This is an optimization exercise on Yosys and OpenROAD, whose aim is small area, a short achievable clock period and few clock cycles, not a production implementation.
The RTL was checked by simulation tests, not by an equivalence proof against the original design.
Power is estimated from default activity; no workload was simulated.

**config.mk**
```make
export PLATFORM = sky130hd
export DESIGN_NAME = sipfc_codec
export DESIGN_NICKNAME = sipfc_codec
export VERILOG_FILES = /design/flow/design.v
export SDC_FILE = /design/flow/constraint.sdc
export NUM_CORES = 4
export LEC_CHECK = 0
export CAP_MARGIN = 20
export CORE_MARGIN = 2
export CORE_UTILIZATION = 40
export CTS_CLUSTER_DIAMETER = 80
export CTS_CLUSTER_SIZE = 24
export PLACE_DENSITY = 0.85
export SLEW_MARGIN = 20
```
**constraint.sdc**
```tcl
create_clock -name core_clock -period 10.0 [get_ports {clk}]
set_input_delay 2.0000 -clock core_clock [delete_from_list [all_inputs] [get_ports {clk}]]
set_output_delay 2.0000 -clock core_clock [all_outputs]
set_load 0.01 [all_outputs]
```
**design.v**
```verilog
module sipfc_codec (
    input  wire        clk,
    input  wire        rst,
    input  wire        req_valid,
    output wire        req_ready,
    input  wire [11:0] req_word,
    output reg         rsp_valid,
    input  wire        rsp_ready,
    output wire [2:0]  rsp_status,
    output reg  [15:0] rsp_data,
    output reg         rsp_empty,
    output reg         rsp_last,
    output reg         fault
);
    localparam [15:0] SEED  = 16'h147A;
    localparam [7:0]  START = 8'hFE;
    localparam [7:0]  ENDB  = 8'h0D;
    localparam [7:0]  ESC   = 8'hF0;
    localparam [2:0] S0 = 3'd0, S1 = 3'd1, S2 = 3'd2, S3 = 3'd3, S4 = 3'd4, S5 = 3'd5;
    function [15:0] ckstep(input [15:0] v, input [7:0] b);
        reg [7:0] rl, rh;
        reg [9:0] lo;
        begin
            rl = ~{v[6:0], v[15]};
            rh = ~v[14:7];
            lo = {2'b00, rl} + {2'b00, rh} + {2'b00, b};
            case (lo[9:8])
                2'd0:    ckstep = {rh,         lo[7:0]};
                2'd1:    ckstep = {rh + 8'd1,  lo[7:0]};
                default: ckstep = {rh + 8'd2,  lo[7:0]};
            endcase
        end
    endfunction
    reg [15:0] ck;
    reg [15:0] enc_ck;
    reg [7:0]  enc_buf [0:57];    
    reg [6:0]  enc_n;             
    reg [6:0]  enc_len;           
    reg [2:0]  dec_state;
    reg [7:0]  dec_buf [0:63];
    reg [6:0]  dec_len;
    reg        rdy_q;
    reg        a_v;
    reg [7:0]  data;              
    reg        f_ck_init, f_ck_add, f_ck_read, f_enc_add, f_enc_frm,
               f_dec_add, f_dec_frm, f_dec_rst, f_ill;
    reg        d_fe, d_0d, d_f0;
    assign req_ready = rdy_q;
    reg        rsp_st;
    assign rsp_status = {2'b00, rsp_st};
    reg        s_v, s_st, s_empty, s_last;
    reg [15:0] s_data;
    reg        room_q;        
    wire go = room_q;         
    localparam [2:0] P_ST0 = 3'd0, P_ST1 = 3'd1, P_RAW = 3'd2, P_HI = 3'd3,
                     P_LO  = 3'd4, P_E0  = 3'd5, P_E1  = 3'd6;
    reg        enc_str;       
    reg        dec_str;       
    reg [2:0]  eph;           
    reg [6:0]  ptr;           
    reg [7:0]  p_hi, p_lo;    
    reg [7:0]  rd_enc;        
    reg [7:0]  rd_dec;        
    reg        esc_ok;        
    wire       esc = esc_ok & (rsp_data[7:0] == START);
    reg  [7:0] enc_rd, dec_rd;
    integer j;
    always @(*) begin
        enc_rd = 8'h00;
        dec_rd = 8'h00;
        for (j = 0; j < 64; j = j + 1) begin
            if (j < 58)
                enc_rd = enc_rd | (enc_buf[j] & {8{p_hi[j / 8] & p_lo[j % 8]}});
            dec_rd = dec_rd | (dec_buf[j] & {8{p_hi[j / 8] & p_lo[j % 8]}});
        end
    end
    wire       raw_last = (ptr == enc_n);
    reg  [7:0] enc_byte;
    always @(*) begin
        case (eph)
            P_RAW:   enc_byte = rd_enc;
            P_HI:    enc_byte = enc_ck[15:8];
            P_LO:    enc_byte = enc_ck[7:0];
            P_E1:    enc_byte = ENDB;
            default: enc_byte = START;
        endcase
    end
    wire [7:0] enc_beat = esc ? ESC : enc_byte;
    wire       enc_last = ~esc & (eph == P_E1);
    wire       dec_lst = (ptr == dec_len);
    wire streaming = enc_str | dec_str;
    wire [6:0] enc_base    = (enc_len == 0) ? 7'd2 : enc_len;
    wire [6:0] enc_add_len = enc_base + (d_fe ? 7'd2 : 7'd1);
    wire       enc_add_ovf = (enc_len == 7'd64) || (enc_len == 7'd63 && d_fe);
    wire       hi_esc = (enc_ck[15:8] == START);
    wire       lo_esc = (enc_ck[7:0] == START);
    wire       enc_frm_ovf = (enc_len > 7'd60) ||
                             (enc_len == 7'd60 && (hi_esc || lo_esc)) ||
                             (enc_len == 7'd59 && hi_esc && lo_esc);
    reg [2:0] dec_nxt;
    reg       dec_app, dec_clr;
    reg       dec_done;
    always @(*) begin
        dec_nxt  = S0;
        dec_app  = 1'b0;
        dec_clr  = (dec_state == S5);
        dec_done = 1'b0;
        case (dec_state)
            S1: dec_nxt = d_fe ? S2 : S0;
            S2: begin
                dec_nxt = d_fe ? S2 : S3;
                dec_app = ~d_fe;
            end
            S3: begin
                dec_nxt = d_fe ? S4 : S3;
                dec_app = ~d_fe;
            end
            S4: begin
                if (d_fe) begin
                    dec_nxt = S2;
                    dec_clr = 1'b1;
                end else if (d_0d) begin
                    dec_nxt  = S5;
                    dec_done = 1'b1;
                end else if (d_f0) begin
                    dec_nxt = S3;
                    dec_app = 1'b1;
                end else begin
                    dec_nxt = S0;
                    dec_clr = 1'b1;
                end
            end
            default: dec_nxt = d_fe ? S1 : S0;    
        endcase
    end
    wire dec_add_ovf = dec_app & dec_len[6];
    wire overflow = (f_enc_add & enc_add_ovf & ~enc_str) |
                    (f_enc_frm & enc_frm_ovf & ~enc_str) |
                    (f_dec_add & dec_add_ovf);
    wire ex = go & a_v & ~streaming & ~overflow;     
    reg        push;
    reg        b_st, b_empty, b_last;
    reg [15:0] b_data;
    always @(*) begin
        push    = 1'b0;
        b_st    = 1'b0;
        b_empty = 1'b1;
        b_last  = 1'b1;
        b_data  = {8'h00, rd_dec};
        if (enc_str) begin
            push    = go;
            b_empty = 1'b0;
            b_last  = enc_last;
            b_data  = {8'h00, enc_beat};
        end else if (dec_str) begin
            push    = go;
            b_empty = 1'b0;
            b_last  = dec_lst;
        end else begin
            push = ex;
            b_st = f_ill;
            if (f_ck_read) begin
                b_empty = 1'b0;
                b_data  = ck;
            end
            if (f_dec_add) begin
                b_empty = 1'b0;
                b_data  = {15'd0, dec_done};
            end
            if (f_dec_frm && dec_len != 0) begin
                b_empty = 1'b0;
                b_last  = dec_lst;
            end
            if (f_enc_frm) begin
                b_empty = 1'b0;
                b_last  = 1'b0;
                b_data  = {8'h00, enc_beat};
            end
        end
    end
    wire enc_adv = go & (enc_str | (a_v & ~dec_str & f_enc_frm & ~enc_frm_ovf));
    wire dec_adv = go & (dec_str | (a_v & ~enc_str & f_dec_frm & dec_len != 0));
    wire ovf_a   = a_v & overflow;
    wire fault_n = fault | ovf_a;
    wire ni_v    = req_valid & rdy_q;
    wire na_v = ~ovf_a & ((a_v & ~ex) | ni_v);
    wire str_n = (enc_adv ? ~enc_last : enc_str) | (dec_adv ? ~dec_lst : dec_str);
    wire a_ld  = ex | ~a_v;
    function [19:0] decode(input [11:0] w);
        reg [3:0] o;
        reg [7:0] d;
        reg       z;
        begin
            o = w[11:8];
            d = w[7:0];
            z = (d == 8'h00);
            decode = {(o == 4'h0) & z, (o == 4'h1), (o == 4'h2) & z, (o == 4'h3),
                      (o == 4'h4) & z, (o == 4'h5), (o == 4'h6) & z, (o == 4'h7) & z,
                      o[3] | (~z & (o == 4'h0 || o == 4'h2 || o == 4'h4 ||
                                    o == 4'h6 || o == 4'h7)),
                      (d == START), (d == ENDB), (d == ESC), d};
        end
    endfunction
    wire [19:0] a_nxt = decode(req_word);
    always @(posedge clk) begin
        if (a_ld)
            {f_ck_init, f_ck_add, f_ck_read, f_enc_add, f_enc_frm, f_dec_add,
             f_dec_frm, f_dec_rst, f_ill, d_fe, d_0d, d_f0, data} <= a_nxt;
        if (rst) begin
            rdy_q <= 1'b1;
            a_v   <= 1'b0;
        end else begin
            a_v   <= na_v;
            rdy_q <= ~fault_n & (~na_v | (room_n & ~str_n));
        end
    end
    wire r_free = ~rsp_valid | rsp_ready;     
    wire room_n = r_free | ~(s_v | push);
    always @(posedge clk) begin
        if (rst) begin
            rsp_valid <= 1'b0;
            s_v       <= 1'b0;
            room_q    <= 1'b1;
        end else begin
            room_q <= room_n;
            if (r_free) begin
                rsp_valid <= s_v | push;
                s_v       <= 1'b0;
            end else begin
                s_v       <= s_v | push;
            end
        end
        if (r_free) begin
            if (s_v) begin
                rsp_st    <= s_st;
                rsp_data  <= s_data;
                rsp_empty <= s_empty;
                rsp_last  <= s_last;
            end else begin
                rsp_st    <= b_st;
                rsp_data  <= b_data;
                rsp_empty <= b_empty;
                rsp_last  <= b_last;
            end
        end
        if (!s_v) begin
            s_st    <= b_st;
            s_data  <= b_data;
            s_empty <= b_empty;
            s_last  <= b_last;
        end
    end
    always @(posedge clk) begin
        if (rst) begin
            enc_str <= 1'b0;
            dec_str <= 1'b0;
            eph     <= P_HI;
            ptr     <= 7'd1;
            p_hi    <= 8'h01;
            p_lo    <= 8'h02;
            esc_ok  <= 1'b0;
        end else begin
            if (go) esc_ok <= 1'b0;
            if (enc_adv) begin
                enc_str <= ~enc_last;
                if (!esc) begin
                    case (eph)
                        P_ST0: eph <= P_ST1;
                        P_ST1: eph <= P_RAW;
                        P_RAW: begin
                            ptr    <= ptr + 7'd1;
                            p_lo   <= {p_lo[6:0], p_lo[7]};
                            if (p_lo[7]) p_hi <= {p_hi[6:0], p_hi[7]};
                            esc_ok <= 1'b1;
                            if (raw_last) eph <= P_HI;
                        end
                        P_HI: begin
                            eph    <= P_LO;
                            esc_ok <= 1'b1;
                        end
                        P_LO: begin
                            eph    <= P_E0;
                            esc_ok <= 1'b1;
                        end
                        P_E0: eph <= P_E1;
                        default: begin       
                            eph <= P_HI;
                            ptr  <= 7'd1;
                            p_hi <= 8'h01;
                            p_lo <= 8'h02;
                        end
                    endcase
                end
            end else if (dec_adv) begin
                dec_str <= ~dec_lst;
                if (dec_lst) begin
                    ptr  <= 7'd1;
                    p_hi <= 8'h01;
                    p_lo <= 8'h02;
                end else begin
                    ptr  <= ptr + 7'd1;
                    p_lo <= {p_lo[6:0], p_lo[7]};
                    if (p_lo[7]) p_hi <= {p_hi[6:0], p_hi[7]};
                end
            end
            if (ex && f_enc_add) eph <= P_ST0;
        end
    end
    wire enc_we = f_enc_add;
    wire dec_we = f_dec_add & ~dec_len[6];
    wire       enc_fetch = enc_adv & ~esc;
    wire [7:0] dec_wbyte = (dec_state == S4) ? START : data;
    wire [7:0] slot0_nxt = (dec_we && dec_len[5:0] == 6'd0) ? dec_wbyte : dec_buf[0];
    always @(posedge clk) begin
        if (enc_fetch && eph == P_ST0)      rd_enc <= enc_buf[0];
        else if (enc_fetch && eph == P_RAW) rd_enc <= enc_rd;
        if (dec_adv && !dec_lst)            rd_dec <= dec_rd;
        else if (!dec_str || dec_adv)       rd_dec <= slot0_nxt;
    end
    integer k;
    wire enc_done = enc_adv & ~esc & (eph == P_E1);
    always @(posedge clk) begin
        if (rst) begin
            ck        <= SEED;
            enc_ck    <= SEED;
            enc_n     <= 7'd0;
            enc_len   <= 7'd0;
            dec_state <= S0;
            dec_len   <= 7'd0;
            fault     <= 1'b0;
        end else begin
            fault <= fault_n;
            if (enc_done) begin
                enc_n   <= 7'd0;
                enc_len <= 7'd0;
                enc_ck  <= SEED;
            end
            if (ex) begin
                if (f_ck_init) ck <= SEED;
                if (f_ck_add)  ck <= ckstep(ck, data);
                if (f_enc_add) begin
                    enc_ck  <= ckstep(enc_ck, data);
                    enc_n   <= enc_n + 7'd1;
                    enc_len <= enc_add_len;
                end
                if (f_dec_add) begin
                    dec_state <= dec_nxt;
                    if (dec_app) dec_len <= dec_len + 7'd1;
                    if (dec_clr) dec_len <= 7'd0;
                end
                if (f_dec_rst) begin
                    dec_state <= S0;
                    dec_len   <= 7'd0;
                end
            end
        end
    end
    always @(posedge clk) begin
        for (k = 0; k < 58; k = k + 1)
            if (enc_we && enc_n[5:0] == k)
                enc_buf[k] <= data;
        for (k = 0; k < 64; k = k + 1)
            if (dec_we && dec_len[5:0] == k)
                dec_buf[k] <= dec_wbyte;
    end
endmodule
```
**flow/run.sh**
```bash
#!/bin/bash
# Standard ORFS layout (the standard.sh, unchanged synthesis), asking the
# resizer's setup repair for more slack than the clock period needs. The clock
# period and the SDC are the standard flow's.
set -euo pipefail
bash standard.sh SETUP_SLACK_MARGIN=6.9 finish > standard_finish.log 2>&1
```
**standard.sh**
```bash
#!/bin/bash
# synth_recipe.tcl (not shown) runs the flow's synth.tcl, then flattens the netlist and writes it again
# the make line also repeats each setting of config.mk as NAME=value (left out here)
make -C /OpenROAD-flow-scripts/flow DESIGN_CONFIG=/design/flow/config.mk WORK_HOME=/design/flow/orfs CLKGATE_MAP_FILE= SYNTH_SCRIPT=/design/flow/synth_recipe.tcl "${@:-finish}"
```
==> results of run 1 <==
power groups by stage:
stage          logic (uW)  clock network [uW]  registers [uW]
2_1_floorplan         384                   0            5500
3_3_place_gp          631                   0            5500
3_5_place_dp          650                   0            5510
4_1_cts               722                2470            5400
5_1_grt               849                2630            5410
6_report              814                2520            5400
flip-flops by register name, summed over array words and instances, names as in the netlist, 16 cells and up:
signal	flops
enc_ck	16
rsp_data	16
enc_buf	464
s_data	16
ck	16
dec_buf	512
cell usage after synthesis (13+ instances only):
master and instances:
nand2_1 97, xor2_1 15, a221oi_1 156, fa_1 19
inv_1 65, mux2_2 28, o21ai_0 36, dfxtp_1 118
a22oi_1 153, ha_1 30, clkbuf_1 170, edfxtp_1 1023
a31oi_1 15, a222oi_1 22, a21oi_1 41, a22o_1 182
buf_2 14, and2_1 57, nor3_1 30, or3_1 18
nand3_1 60, nand4_1 81, xnor2_1 29, nand2b_1 13
o22ai_1 16, nor2_1 204
worst min-delay path: cells and delay by family, from the launching register on:
kind,cells,cell delay (ns)
DFF,1,0.33
and+or+nand+nor,1,0.05
AOI/OAI and AO/OA,1,0.05
final cells by class:
type,instances,share of cell area (%)
inverters,66,0.500
well taps,1488,3.70
flip-flops and latches,1141,65.8
multi-input cells,1502,22.6
repair buffers,224,4.25
clock buffers,71,2.96
clock inverters,5,0.182
diodes,4,0.0199
through the flow:
step	cell area [sq um]	hold WS (ns)	instances	utilization [%]	worst slack [ns]
after global placement	47200	0.447	4351	42.6	5.92
after CTS	49700	0.482	4470	44.8	6.69
after global routing	50300	0.504	4497	45.4	6.69
final	50300	0.476	4501	45.4	6.71
after floorplan	44900	0.423	2900	-	6.49
after detailed placement	47300	0.463	4352	42.7	5.87
metal layers:
layer | part of all wire, % | vias to the layer above | track usage [%] | routed length (um)
met5 | 0.050 | - | 0.333 | 80
met4 | 8.7 | 6 | 16.4 | 13900
met3 | 20 | 879 | 12.2 | 31200
met2 | 41 | 3440 | 38.3 | 66000
met1 | 30 | 14700 | 31.1 | 48100
li1 | - | 11800 | - | -
worst paths after layout:
check / start / end / slack [ns] / depth (start not counted)
worst max register to register: p_lo[7] / rd_enc[2] / 6.77 / 8
worst min register to register: esc_ok / esc_ok / 0.48 / 2
worst min-delay path: esc_ok / esc_ok / 0.48 / 2
worst max-delay path: rsp_data[0] / rsp_data[0] / 6.71 / 1
logic make-up after synthesis:
kind of cell	after synthesis	share of synthesized area (%)
flip-flops	1141	73.9
multiplexers	36	0.892
AND/OR/NAND/NOR	648	7.40
AO/OA/AOI/OAI	722	13.0
XOR/XNOR	44	0.861
buffers and inverters	258	2.28
other	1	0.00838
adder cells (fa/ha/maj)	49	1.69
what timing repair did:
item / in CTS / in global routing
resized for setup: 182 / 77
setup buffers: 32 / 19
pin swaps: 21 / 29
gates cloned: 10 / 7
endpoints found under the setup margin: 133 / 147
==> impl_metrics.csv, run 1 <==
group,metric,value,unit
route,drt-total-wl,159000,um
logic_synthesis,yosysUniqueCellTypes,86,
route,drt_pass1_iterations,10,
logic_synthesis,synth_top_area_share,68.6,%
pwr,p_total,8740,uW
logic_synthesis,ys_seq_area_share,73.9,%
timing,slew_viol_final,0,
timing,min_period,3.29,ns
route,drt_iter0_markers,6174,
pwr,switching_share,23.4,%
timing,timing.final.crit_share,32.9,%
pwr,pwr-share-clk,28.9,%
grt,antenna_found_initial,5,
clocking,hold_buffers,0,
cells_and_area,nNetsFinal,3054,
floorplan,num_rows,122,
route,vias,30800,
timing,tightest_slew,1.24,ns
logic_synthesis,syn_area_per_cell,15.4,sq um
setup_path,critPathCaptureType,"output port",
route,routedWlPerCell,35.4,um
floorplan,io_pins,40,
clocking,cts_max_level,2,
placement,io_buffer_count,37,
logic_synthesis,async_flop_share,0,%
floorplan,core_area,111000,sq um
cells_and_area,multi_input_comb_area,11300,sq um
clocking,clkSlewWorstSetupHoldPaths,0.10,ns
logic_synthesis,postSynthCellCount,2899,
timing,rsz0062_at_grt,"yes",
route,remaining_drc_errors,0,
grt,grt_max_degree,65,
pwr,peakVddDrop,129,uV
logic_synthesis,synth-edff-count,1023,
setup_path,start_kind,"flip-flop",
floorplan,fp.dieArea,115000,sq um
setup_path,cp.required,8.00,ns
pwr,p_sw,2050,uW
setup_path,cp_cell_sequence,"buf_2",
cells_and_area,final_cell_mix,"edfxtp_1, a22o_1, nor2_1",
grt,first_global_vias,28300,
timing,timing.fmax,304,MHz
logic_synthesis,synth_flop_cell,"edfxtp_1",
setup_path,critPathKind,"reg2out",
grt,grt_pass1_wl,214000,um
grt,grt_usage,26.2,%
placement,dp_hpwl,95500,um
timing,skew,0.0270,ns
clocking,tritoncts,"yes",
timing,setup_viol,0,
floorplan,die_h,339,um
setup_path,crit_buf_inv,1,
cells_and_area,nFillCells,9213,
pwr,p_leak,0.0159,uW
job,max_cap_violations,0,
cells_and_area,drive_gt1_share,16.2,%
clocking,cts_made_buffers,54,
timing,tns,0,ns
timing,finalHoldViolations,0,
pwr,comb_power_share,9.3,%
floorplan,die_w,339,um
logic_synthesis,ys_ff_latch,1141,
pwr,power.density,174,nW/um^2
floorplan,initial_utilization,40.4,%
cells_and_area,regArea,33100,sq um
timing,slew_headroom,17.3,%
route,postRouteAntennaNets,0,
logic_synthesis,synth_area_leader_cell,"edfxtp_1",
logic_synthesis,syn_area,44800,sq um
pwr,p_seq_share,61.8,%
setup_path,arrival,1.29,ns
cells_and_area,layout_commonest_cell,"edfxtp_1",
clocking,clock-root-buffer,"clkbuf_16",
route,vias_per_cell,6.84,
setup_path,crit_fanout,2,
logic_synthesis,yosysWarnings,3,
setup_path,cp_slowest_cell,"edfxtp_1",
setup_path,critPathMaxStageDelay,0.45,ns
placement,place_congestion,1.02,
run_status,status,"timing/DRC/antenna clean",
cells_and_area,area_growth,12.4,%
clocking,clkSinkCount,1141,
grt,overflow,0,
logic_synthesis,synth_area_leaders,"edfxtp_1, dfxtp_1, a22o_1, a221oi_1, a22oi_1",
clocking,clk_latency,0.68,ns
setup_path,cpLargestDelayFamily,"flip-flops",
clocking,clockBufferDepth,3,
pwr,power.internal,6690,uW
min_path,min_path_type,"reg2reg",
Testbench counts, summed over its fixed seeds: cycles 41,225.
==> run 2: changes to the inputs <==
==> flow/run.sh (replaced) <==
#!/bin/bash
# Standard ORFS layout (the standard.sh, unchanged synthesis), asking the
# resizer's setup repair for more slack than the clock period needs. The clock
# period and the SDC are the standard flow's.
set -euo pipefail
bash standard.sh SETUP_SLACK_MARGIN=6.8 finish > standard_finish.log 2>&1
--- a/config.mk
+++ b/config.mk
@@ -10,5 +10,4 @@
 export CORE_UTILIZATION = 40
 export CTS_CLUSTER_DIAMETER = 80
 export CTS_CLUSTER_SIZE = 24
-export PLACE_DENSITY = 0.85
 export SLEW_MARGIN = 20
==> run 2 against run 1 <==
Effect of this change: non-clock buffer count up 25; power up 1.0%; setup slack better by 0.043 ns; sequential share of layout area down 0.17 points; utilization up 0.12 points; synthesized cell count unchanged; area after synthesis unchanged; die area unchanged; worst hold slack worse by 0.0091 ns; clock-buffer cell count up 12; routed wire length up 5.5%; via count down 2.8%.
==> impl_metrics.csv, run 2 <==
group,metric,value,unit
cells_and_area,layout_commonest_cell,"edfxtp_1",
setup_path,critPathMaxStageDelay,0.41,ns
timing,skew,0.0248,ns
clocking,clkSinkCount,1141,
timing,slew_viol_final,0,
cells_and_area,largest_reg_flops,512,
setup_path,r2r_setup_slack,6.75,ns
pwr,p_sw,2100,uW
timing,slew_headroom,19.2,%
grt,grt_max_degree,65,
logic_synthesis,synth.most_common_cell,"edfxtp_1",
run_status,status,"timing/DRC/antenna clean",
pwr,power.internal,6720,uW
job,max_cap_violations,0,
logic_synthesis,synth_area_leader_cell,"edfxtp_1",
timing,timing.fmax,308,MHz
timing,setup_viol,0,
route,drt-total-wl,168000,um
logic_synthesis,async_flop_share,0,%
clocking,clock-root-buffer,"clkbuf_16",
cells_and_area,drive_gt1_share,16.6,%
min_path,holdPathStages,2,
setup_path,rr_endpoint,"enc_ck[12]",
min_path,hold_start,"s_last",
logic_synthesis,synthTopCellsByCount,"edfxtp_1, nor2_1, a22o_1",
floorplan,die_h,339,um
pwr,power.density,175,nW/um^2
setup_path,cp_cell_sequence,"buf_2",
cells_and_area,postLayoutCellArea,50400,sq um
clocking,clkSlewWorstSetupHoldPaths,0.10,ns
floorplan,fp.dieArea,115000,sq um
cells_and_area,fin_cells,4537,
cells_and_area,top_regs,"dec_buf: 512 flops, enc_buf: 464 flops",
grt,first_global_vias,27900,
setup_path,crit_buf_inv,1,
logic_synthesis,synth_flop_cell,"edfxtp_1",
timing,rsz0062_at_grt,"yes",
route,routedWlPerCell,37.0,um
setup_path,regToRegStartpoint,"data[1]",
grt,overflow,0,
route,vias,29900,
clocking,cts_max_level,2,
placement,place_congestion,0.967,
logic_synthesis,yosysUniqueCellTypes,86,
floorplan,core_area,111000,sq um
route,postRouteAntennaNets,0,
setup_path,cpLargestDelayFamily,"flip-flops",
timing,timing.final.crit_share,32.5,%
pwr,pwr-share-clk,29.5,%
timing,tns,0,ns
grt,antenna_found_initial,2,
clocking,clockBufferDepth,3,
pwr,p_leak,0.0161,uW
min_path,hold-path-endpoint,"s_last",
route,drt_iter0_markers,4942,
cells_and_area,top_register,"dec_buf",
setup_path,r2r_cells,15,
cells_and_area,final_cell_mix,"edfxtp_1, a22o_1, buf_4",
logic_synthesis,synth_top_area_share,68.6,%
logic_synthesis,ys_ff_latch,1141,
placement,dp.cells,4377,
cells_and_area,post-route-util,45.5,%
placement,post_dp_cell_area,47500,sq um
clocking,clk_latency,0.68,ns
logic_synthesis,syn_area_per_cell,15.4,sq um
floorplan,num_rows,122,
logic_synthesis,syn_area,44800,sq um
grt,grt_pass1_wl,226000,um
pwr,p_seq_share,61.2,%
setup_path,start_kind,"flip-flop",
setup_path,critPathCaptureType,"output port",
route,remaining_drc_errors,0,
logic_synthesis,synth_area_leaders,"edfxtp_1, dfxtp_1, a22o_1, a221oi_1, a22oi_1",
placement,io_buffer_count,37,
route,vias_per_cell,6.59,
logic_synthesis,yosysWarnings,3,
timing,min_period,3.25,ns
floorplan,io_pins,40,
logic_synthesis,synth-edff-count,1023,
logic_synthesis,ys_seq_area_share,73.9,%
floorplan,initial_utilization,40.4,%
placement,dp_hpwl,105000,um
pwr,p_total,8820,uW
clocking,tritoncts,"yes",
setup_path,critPathKind,"reg2out",
logic_synthesis,postSynthCellCount,2899,
timing,tightest_slew,1.21,ns
min_path,min_path_type,"reg2reg",
floorplan,die_w,339,um
setup_path,crit_fanout,2,
setup_path,cp_slowest_cell,"edfxtp_1",
setup_path,arrival,1.25,ns
timing,finalHoldViolations,0,
clocking,cts_made_buffers,55,
pwr,comb_power_share,9.3,%
setup_path,cp.required,8.00,ns
cells_and_area,nNetsFinal,3079,
grt,grt_usage,28.2,%
pwr,switching_share,23.8,%
route,drt_pass1_iterations,6,
cells_and_area,area_growth,12.7,%
pwr,peakVddDrop,119,uV
-- run 2: power by group through the flow --
| stage | logic (uW) | clock network [uW] | registers [uW] |
|---|---|---|---|
| 5_1_grt | 866 | 2760 | 5410 |
| 6_report | 823 | 2600 | 5400 |
| 2_1_floorplan | 382 | 0 | 5500 |
| 4_1_cts | 737 | 2600 | 5400 |
| 3_3_place_gp | 656 | 0 | 5510 |
| 3_5_place_dp | 672 | 0 | 5510 |
-- run 2: layout make-up --
type	instances	area, sq um
clock buffer	83	1540
multi-input combinational	1501	11300
tap	1488	1860
fill	9578	60400
sequential	1141	33100
antenna	1	2.50
clock inverter	8	88.8
inverter	66	255
timing repair buffer	249	2290
-- run 2: metrics by stage --
step	setup WS, ns	hold slack, ns
after detailed placement	5.80	0.456
final	6.75	0.467
after CTS	6.67	0.471
after global routing	6.67	0.491
after global placement	5.86	0.446
after floorplan	6.49	0.423
-- run 2: how the worst max path moves through the flow --
stage,from,to,cells past startpoint
floorplan,data[1],ck[14],10
global route,data[1],ck[12],11
detailed placement,rst,enc_ck[14],5
global placement,rst,enc_ck[14],5
finish,rsp_data[2],rsp_data[2],1
CTS,data[5],ck[10],9
-- run 2: logic make-up (layout without fill, tap and decap cells) --
| kind of cell | count (synthesis) | count (layout) | share of synthesized area (%) |
|---|---|---|---|
| compound gates | 722 | 722 | 13.0 |
| xor+xnor | 44 | 44 | 0.861 |
| fa+ha+maj | 49 | 49 | 1.69 |
| buf+inv | 258 | 406 | 2.28 |
| flops | 1141 | 1141 | 73.9 |
| mux | 36 | 36 | 0.892 |
| other cells | 1 | 3 | 0.00838 |
| simple gates | 648 | 648 | 7.40 |
-- run 2: metal layers --
| metal | vias to the layer above | part of all wire (%) | global-route usage, % |
|---|---|---|---|
| li1 | 11900 | - | - |
| met1 | 15200 | 36 | 37.0 |
| met2 | 2375 | 44 | 42.1 |
| met3 | 479 | 14 | 8.42 |
| met4 | 4 | 6.5 | 14.9 |
| met5 | - | 0.063 | 0.500 |
-- run 2: repair_timing --
item,4_1_cts,5_1_grt
hold buffers,0,0
gates cloned,10,4
gates resized for setup,181,53
setup buffers,26,24
endpoints found under the setup margin,130,91
pin swaps,12,35
==> run 3: changes to the inputs <==
--- a/design.v
+++ b/design.v
@@ -318,6 +318,7 @@
         else if (!dec_str || dec_adv)       rd_dec <= slot0_nxt;
     end
     integer k;
+    wire [15:0] ck_sum = ckstep(f_ck_add ? ck : enc_ck, data);
     wire enc_done = enc_adv & ~esc & (eph == P_E1);
     always @(posedge clk) begin
         if (rst) begin
@@ -337,9 +338,9 @@
             end
             if (ex) begin
                 if (f_ck_init) ck <= SEED;
-                if (f_ck_add)  ck <= ckstep(ck, data);
+                if (f_ck_add)  ck <= ck_sum;
                 if (f_enc_add) begin
-                    enc_ck  <= ckstep(enc_ck, data);
+                    enc_ck  <= ck_sum;
                     enc_n   <= enc_n + 7'd1;
                     enc_len <= enc_add_len;
                 end
==> flow/run.sh (replaced) <==
#!/bin/bash
# Standard ORFS layout (the standard.sh, unchanged synthesis), asking the
# resizer's setup repair for more slack than the clock period needs. The clock
# period and the SDC are the standard flow's.
set -euo pipefail
bash standard.sh SETUP_SLACK_MARGIN=6.9 finish > standard_finish.log 2>&1
==> run 3 against run 2 <==
Effect of this change: clock-buffer cell count is 15 lower; first-iteration DRC count is 3.6% higher; cell count is 3.0% lower; final area is 1.3% lower; routed wire length is 1.8% lower; sequential share of layout area is 0.89 points higher; critical path depth is 13 higher; utilization is 0.082 points higher; clock skew is 0.032 ns higher; critical path type is now reg2reg.
==> impl_metrics.csv, run 3 <==
group,metric,value,unit
setup_path,r2r_cells,14,
grt,grt_usage,28.7,%
route,postRouteAntennaNets,0,
grt,grt_max_degree,65,
logic_synthesis,ys_seq_area_share,74.9,%
pwr,power.density,171,nW/um^2
timing,timing.fmax,292,MHz
clocking,clockBufferDepth,3,
min_path,hold_start,"s_last",
timing,tns,0,ns
route,drt_pass1_iterations,6,
timing,rsz0062_at_grt,"yes",
logic_synthesis,synth_compound_area_share,13.2,%
clocking,clk_latency,0.72,ns
pwr,comb_power_share,6.1,%
route,wl_met1,60300,um
cells_and_area,nNetsFinal,2946,
timing,timing.final.crit_share,34.2,%
logic_synthesis,synth_mux_area_share,1.09,%
timing,skew,0.0563,ns
logic_synthesis,synth_top_area_share,69.6,%
floorplan,fp.dieArea,113000,sq um
grt,overflow,0,
clocking,clkSinkCount,1141,
route,wl_met2,73100,um
route,vias,29300,
timing,setup_viol,0,
pwr,power.internal,6570,uW
cells_and_area,area_growth,12.7,%
pwr,peakVddDrop,137,uV
setup_path,start_kind,"flip-flop",
logic_synthesis,synth.most_common_cell,"edfxtp_1",
floorplan,die_h,336,um
job,max_cap_violations,0,
grt,first_global_vias,27300,
cells_and_area,top_register,"dec_buf",
timing,tightest_slew,1.24,ns
setup_path,regToRegStartpoint,"f_ck_add",
pwr,p_seq_share,62.6,%
logic_synthesis,syn_area_per_cell,15.7,sq um
route,top_layer,"met4",
logic_synthesis,yosysWarnings,3,
setup_path,critPathCaptureType,"flip-flop",
floorplan,initial_utilization,40.4,%
logic_synthesis,yosysUniqueCellTypes,84,
timing,min_period,3.42,ns
timing,finalHoldViolations,0,
setup_path,cp.required,10.57,ns
timing,slew_headroom,17.1,%
cells_and_area,layout_commonest_cell,"edfxtp_1",
pwr,p_leak,0.0156,uW
placement,post_dp_cell_area,46800,sq um
grt,grt_pass1_wl,225000,um
route,drt_iter0_markers,5122,
grt,antenna_found_initial,7,
placement,io_buffer_count,37,
min_path,hold-path-endpoint,"s_last",
floorplan,io_pins,40,
logic_synthesis,async_flop_share,0,%
setup_path,arrival,4.00,ns
route,drt-total-wl,165000,um
pwr,p_sw,1940,uW
clocking,clock-root-buffer,"clkbuf_16",
logic_synthesis,synth_area_leader_cell,"edfxtp_1",
floorplan,core_area,109000,sq um
min_path,min_path_type,"reg2reg",
logic_synthesis,synth_top_family_by_area,"compound AO/OA/AOI/OAI gates",
run_status,status,"timing/DRC/antenna clean",
clocking,cts_made_buffers,57,
setup_path,r2r_setup_slack,6.58,ns
setup_path,crit_fanout,6,
clocking,tritoncts,"yes",
logic_synthesis,synth-edff-count,1023,
cells_and_area,post-route-util,45.6,%
clocking,cts_max_level,2,
logic_synthesis,synth-adder-area-share,1.02,%
min_path,holdPathStages,2,
route,routedWlPerCell,37.5,um
logic_synthesis,synth_flop_cell,"edfxtp_1",
route,wl_met3,22200,um
setup_path,critPathKind,"reg2reg",
placement,place_congestion,0.990,
clocking,clkSlewWorstSetupHoldPaths,0.10,ns
clocking,hold_buffers,0,
timing,hold_ws,0.469,ns
logic_synthesis,postSynthCellCount,2817,
placement,dp_hpwl,104000,um
pwr,pwr-share-clk,31.3,%
route,remaining_drc_errors,0,
timing,slew_viol_final,0,
logic_synthesis,syn_area,44100,sq um
logic_synthesis,synth_area_leaders,"edfxtp_1, dfxtp_1, a22o_1, a221oi_1, a22oi_1",
floorplan,die_w,336,um
logic_synthesis,synth-simple-area-share,7.02,%
cells_and_area,final_cell_mix,"edfxtp_1, a22o_1, buf_4",
cells_and_area,top_regs,"dec_buf: 512 flops, enc_buf: 464 flops",
logic_synthesis,synthTopCellsByCount,"edfxtp_1, nor2_1, a22o_1",
cells_and_area,drive_gt1_share,18.0,%
floorplan,num_rows,121,
setup_path,rr_endpoint,"ck[14]",
logic_synthesis,ys_ff_latch,1141,
route,vias_per_cell,6.67,
cells_and_area,largest_reg_flops,512,
logic_synthesis,synth_xor_area_share,0.555,%
cells_and_area,postLayoutCellArea,49800,sq um
pwr,switching_share,22.8,%
-- run 3: per-stage QoR --
stage	setup WS, ns	power, uW	cells
after floorplan	6.66	5660	2818
after global routing	6.47	8700	4397
final	6.58	8510	4399
after CTS	6.55	8460	4380
after global placement	5.67	5850	4266
after detailed placement	5.65	5860	4268
-- run 3: how the worst max path moves through the flow --
| stage | cells after the start | startpoint | end | slack [ns] |
|---|---|---|---|---|
| floorplan | 10 | data[1] | ck[10] | 6.66 |
| detailed placement | 8 | rst | enc_n[5] | 5.65 |
| CTS | 13 | f_ck_add | ck[14] | 6.55 |
| global placement | 7 | rst | enc_n[6] | 5.67 |
| finish | 14 | f_ck_add | ck[14] | 6.58 |
| global route | 14 | f_ck_add | ck[9] | 6.47 |
-- run 3: per-layer routing --
metal / up-vias / track usage (%)
met5: - / 0
met4: 0 / 13.9
met3: 446 / 7.04
met2: 2377 / 43.8
met1: 15000 / 38.6
li1: 11500 / -
-- run 3: layout make-up --
type | count | area (sq um)
Fill cell | 9378 | 59400
Antenna cell | 2 | 5.00
Clock inverter | 12 | 185
Inverter | 34 | 144
Tap cell | 1476 | 1850
Multi-Input combinational cell | 1445 | 11100
Clock buffer | 68 | 1480
Timing Repair Buffer | 221 | 1850
Sequential cell | 1141 | 33100
-- run 3: repair_timing --
item                                    in CTS  in global routing
pin swaps                                   34                 24
cloned                                       4                  1
resized for setup                          233                 49
buffers inserted                            28                 15
endpoints found under the setup margin     129                 96
-- run 3: worst max-delay path, cell delays in order (launching register included) --
cell	delay, ns
edfxtp_1	0.46
buf_12	0.18
buf_8	0.12
buf_6	0.13
mux2_4	0.31
fa_1	0.56
inv_2	0.05
ha_4	0.17
nor3_4	0.19
o2111a_2	0.35
nor3_2	0.09
a221oi_2	0.23
nor2_1	0.09
xnor2_1	0.26
o32ai_1	0.11
-- run 3: power groups by stage --
| stage | Combinational (uW) | Clock [uW] | Sequential (uW) |
|---|---|---|---|
| after global placement | 415 | 0 | 5430 |
| final | 522 | 2660 | 5320 |
| after global routing | 553 | 2820 | 5330 |
| after CTS | 480 | 2660 | 5320 |
| after detailed placement | 424 | 0 | 5430 |
| after floorplan | 236 | 0 | 5430 |
-- run 3: cells by family after synthesis --
family / after synthesis
DFF: 1141
AOI/OAI and AO/OA: 723
and+or+nand+nor: 615
buffers and inverters: 234
muxes: 45
adders and majority gates: 30
xor gates and xnor gates: 28
other: 1
Testbench counts of run 3, summed over its fixed seeds: cycles 41,225.
==> run 4: changes to the inputs <==
--- a/design.v
+++ b/design.v
@@ -61,8 +61,7 @@
     reg [7:0]  p_hi, p_lo;    
     reg [7:0]  rd_enc;        
     reg [7:0]  rd_dec;        
-    reg        esc_ok;        
-    wire       esc = esc_ok & (rsp_data[7:0] == START);
+    reg        esc;           
     reg  [7:0] enc_rd, dec_rd;
     integer j;
     always @(*) begin
@@ -258,11 +257,11 @@
             ptr     <= 7'd1;
             p_hi    <= 8'h01;
             p_lo    <= 8'h02;
-            esc_ok  <= 1'b0;
+            esc     <= 1'b0;
         end else begin
-            if (go) esc_ok <= 1'b0;
             if (enc_adv) begin
                 enc_str <= ~enc_last;
+                esc     <= 1'b0;
                 if (!esc) begin
                     case (eph)
                         P_ST0: eph <= P_ST1;
@@ -271,16 +270,16 @@
                             ptr    <= ptr + 7'd1;
                             p_lo   <= {p_lo[6:0], p_lo[7]};
                             if (p_lo[7]) p_hi <= {p_hi[6:0], p_hi[7]};
-                            esc_ok <= 1'b1;
+                            esc    <= (rd_enc == START);
                             if (raw_last) eph <= P_HI;
                         end
                         P_HI: begin
                             eph    <= P_LO;
-                            esc_ok <= 1'b1;
+                            esc    <= hi_esc;
                         end
                         P_LO: begin
                             eph    <= P_E0;
-                            esc_ok <= 1'b1;
+                            esc    <= lo_esc;
                         end
                         P_E0: eph <= P_E1;
                         default: begin       
@@ -318,7 +317,6 @@
         else if (!dec_str || dec_adv)       rd_dec <= slot0_nxt;
     end
     integer k;
-    wire [15:0] ck_sum = ckstep(f_ck_add ? ck : enc_ck, data);
     wire enc_done = enc_adv & ~esc & (eph == P_E1);
     always @(posedge clk) begin
         if (rst) begin
@@ -338,9 +336,9 @@
             end
             if (ex) begin
                 if (f_ck_init) ck <= SEED;
-                if (f_ck_add)  ck <= ck_sum;
+                if (f_ck_add)  ck <= ckstep(ck, data);
                 if (f_enc_add) begin
-                    enc_ck  <= ck_sum;
+                    enc_ck  <= ckstep(enc_ck, data);
                     enc_n   <= enc_n + 7'd1;
                     enc_len <= enc_add_len;
                 end
==> run 4 against run 3 <==
Effect of this change: still clean on timing, DRC and antenna; final area is 2.6% higher; non-clock buffer count is 47 higher; routed wire length is 6.1% higher; die area is 1.3% higher; critical path type is now reg2out; largest power group unchanged.
==> impl_metrics.csv, run 4 <==
group,metric,value,unit
pwr,power.internal,6760,uW
pwr,power.density,175,nW/um^2
cells_and_area,nNetsFinal,3117,
grt,first_global_vias,28400,
pwr,p_sw,2170,uW
clocking,clkSinkCount,1141,
cells_and_area,largest_reg_flops,512,
logic_synthesis,ys_seq_area_share,74.0,%
placement,dp.cells,4385,
route,drt_iter0_markers,5440,
route,routedWlPerCell,38.2,um
grt,use_met1,38.5,%
setup_path,crit_buf_inv,1,
setup_path,cpLargestDelayFamily,"flip-flops",
setup_path,start_kind,"flip-flop",
grt,grt_pass1_wl,235000,um
floorplan,die_w,338,um
timing,slew_headroom,13.5,%
floorplan,num_rows,122,
pwr,comb_power_share,9.5,%
clocking,clock-root-buffer,"clkbuf_16",
logic_synthesis,ys_ff_latch,1141,
timing,setup_viol,0,
cells_and_area,nFillCells,9598,
pwr,p_leak,0.0163,uW
setup_path,cp_cell_sequence,"buf_2",
clocking,clockBufferDepth,3,
route,drt_pass1_iterations,14,
placement,place_congestion,1.01,
job,max_cap_violations,0,
clocking,cts_made_buffers,57,
run_status,status,"timing/DRC/antenna clean",
setup_path,critPathMaxStageDelay,0.38,ns
setup_path,r2r_setup_slack,6.83,ns
placement,io_buffer_count,37,
min_path,holdPathStages,2,
cells_and_area,final_cell_mix,"edfxtp_1, buf_4, a22oi_1",
setup_path,cp.required,8.00,ns
setup_path,regToRegStartpoint,"p_lo[5]",
logic_synthesis,synth_flop_cell,"edfxtp_1",
floorplan,fp.dieArea,115000,sq um
setup_path,critPathCaptureType,"output port",
logic_synthesis,yosysUniqueCellTypes,85,
setup_path,critPathKind,"reg2out",
clocking,cts_max_level,2,
logic_synthesis,synth_area_leader_cell,"edfxtp_1",
grt,overflow,0,
cells_and_area,top_register,"dec_buf",
timing,finalHoldViolations,0,
logic_synthesis,async_flop_share,0,%
cells_and_area,top_regs,"dec_buf: 512 flops, enc_buf: 464 flops",
grt,grt_max_degree,65,
timing,skew,0.0501,ns
floorplan,die_h,338,um
logic_synthesis,syn_area,44700,sq um
clocking,tritoncts,"yes",
setup_path,r2r_cells,8,
cells_and_area,drive_gt1_share,18.6,%
timing,slew_viol_final,0,
floorplan,core_area,111000,sq um
grt,grt_usage,29.6,%
timing,timing.fmax,310,MHz
logic_synthesis,synth_area_leaders,"edfxtp_1, dfxtp_1, a22o_1, a22oi_1, a221oi_1",
floorplan,initial_utilization,40.4,%
setup_path,cp_slowest_cell,"edfxtp_1",
pwr,pwr-share-clk,30.1,%
logic_synthesis,synth_top_area_share,68.7,%
timing,timing.final.crit_share,32.3,%
route,remaining_drc_errors,0,
cells_and_area,layout_commonest_cell,"edfxtp_1",
timing,min_period,3.23,ns
clocking,hold_buffers,0,
logic_synthesis,synthTopCellsByCount,"edfxtp_1, nor2_1, a22oi_1",
floorplan,io_pins,40,
logic_synthesis,yosysWarnings,3,
logic_synthesis,postSynthCellCount,2919,
cells_and_area,area_growth,14.1,%
setup_path,crit_start,"rsp_empty",
setup_path,arrival,1.23,ns
grt,use_met2,44.0,%
cells_and_area,post-route-util,46.1,%
grt,grt-busiest-layer,"met2",
setup_path,crit_fanout,1,
logic_synthesis,synth-edff-count,1023,
route,postRouteAntennaNets,0,
route,vias,30400,
pwr,switching_share,24.3,%
clocking,clkSlewWorstSetupHoldPaths,0.09,ns
logic_synthesis,syn_area_per_cell,15.3,sq um
cells_and_area,fin_cells,4581,
min_path,hold-path-endpoint,"s_last",
pwr,p_seq_share,60.4,%
placement,dp_hpwl,106000,um
grt,antenna_found_initial,11,
route,vias_per_cell,6.64,
pwr,peakVddDrop,149,uV
setup_path,rr_endpoint,"rd_dec[2]",
logic_synthesis,synth.most_common_cell,"edfxtp_1",
timing,tns,0,ns
min_path,min_path_type,"reg2reg",
timing,rsz0062_at_grt,"yes",
timing,tightest_slew,1.29,ns
pwr,p_total,8920,uW
min_path,hold_start,"s_last",
route,drt-total-wl,175000,um
grt,gr-usage-met3,10.7,%
timing,hold_ws,0.477,ns
clocking,clk_latency,0.73,ns
[run 4: changes by cell type in the layout (fill, tap and decap cells not counted), sizes merged, moves of 11 or more]
cell	change
a21oi	+31
a221oi	-29
a22o	-20
a22oi	+54
and3	-11
buf	+34
bufbuf	+14
clkbuf	+16
inv	+27
mux2i	-14
nand3	+15
[run 4: layout make-up]
class | count | area, sq um | area share, %
clock inverter | 13 | 173 | 0.338
multi-input combinational | 1520 | 11500 | 22.5
timing repair buffer | 268 | 2600 | 5.09
tap | 1488 | 1860 | 3.65
clock buffer | 84 | 1550 | 3.03
inverter | 64 | 245 | 0.480
antenna | 3 | 7.51 | 0.0147
sequential | 1141 | 33100 | 64.9
[run 4: worst max path at each step]
| stage | cells after the start | slack [ns] | endpoint |
|---|---|---|---|
| global placement | 4 | 6.00 | enc_ck[3] |
| finish | 1 | 6.77 | rsp_empty |
| global route | 11 | 6.71 | enc_ck[15] |
| CTS | 1 | 6.75 | rsp_data[14] |
| floorplan | 11 | 6.42 | enc_ck[15] |
| detailed placement | 5 | 6.08 | f_enc_frm |
[run 4: power by group through the flow]
stage / Combinational [uW] / Sequential, uW / Clock, uW
after floorplan: 380 / 5490 / 0
after global placement: 635 / 5500 / 0
after detailed placement: 651 / 5500 / 0
after CTS: 763 / 5390 / 2680
after global routing: 896 / 5400 / 2840
final: 851 / 5390 / 2680
[run 4: cells by family after synthesis]
kind of cell | share of synthesized area, %
muxes | 0.540
and+or+nand+nor | 7.19
DFF | 74.0
AOI/OAI and AO/OA | 13.5
other | 0.00838
adders and majority gates | 1.69
xor gates and xnor gates | 0.744
buffers and inverters | 2.35
[run 4: per-stage QoR]
stage / setup slack, ns / area [sq um]
after detailed placement: 6.08 / 47400
after global routing: 6.71 / 51100
after global placement: 6.00 / 47400
after floorplan: 6.42 / 44900
final: 6.77 / 51100
after CTS: 6.75 / 50400
[run 4: what timing repair did]
action,in CTS,in global routing
resized for setup,202,88
gates cloned,17,0
setup endpoints to repair,149,120
buffers inserted,40,35
pin swaps,22,37
[run 4: layer usage]
layer / up-vias / share of wire [%]
li1: 11900 / -
met1: 15400 / 36
met2: 2656 / 43
met3: 494 / 15
met4: 8 / 6.1
met5: - / 0.027
Testbench counts of run 4, summed over its fixed seeds: cycles 41,225.

==> re-timing with driven ports <==
How much do the figures lean on ideal ports? The routed layouts below were timed once more, with nothing changed but the port constraints. Step 1: set_driving_cell puts a clkbuf_16 on clk and a buf_2 on each other input, an assumption about the parent block. Step 2 also shifts input and output timing later by t, the mid clock arrival at the registers, as if the neighbouring blocks saw the same clock. Slacks: no drivers / after step 1 / after step 2; pairs: no drivers / after step 1.
run	shift t [ns]	setup WS [ns]	worst setup path after step 2	slew at the worst register clock pin (ns)	worst slew at a driven data input, ns
run 1	0.737	6.711 / 6.641 / 6.269	input to register	0.10 / 0.10	0.06
run 2	0.750	6.754 / 6.676 / 6.144	input to register	0.10 / 0.10	0.05
run 3	0.762	6.577 / 6.577 / 6.218	input to register	0.10 / 0.10	0.05
run 4	0.776	6.772 / 6.698 / 6.198	input to register	0.11 / 0.11	0.08
After both steps setup and hold are still met in every run listed. For run 2, which loses most, drivers alone change the setup slack by -0.078 ns; drivers and shift together by -0.610 ns.
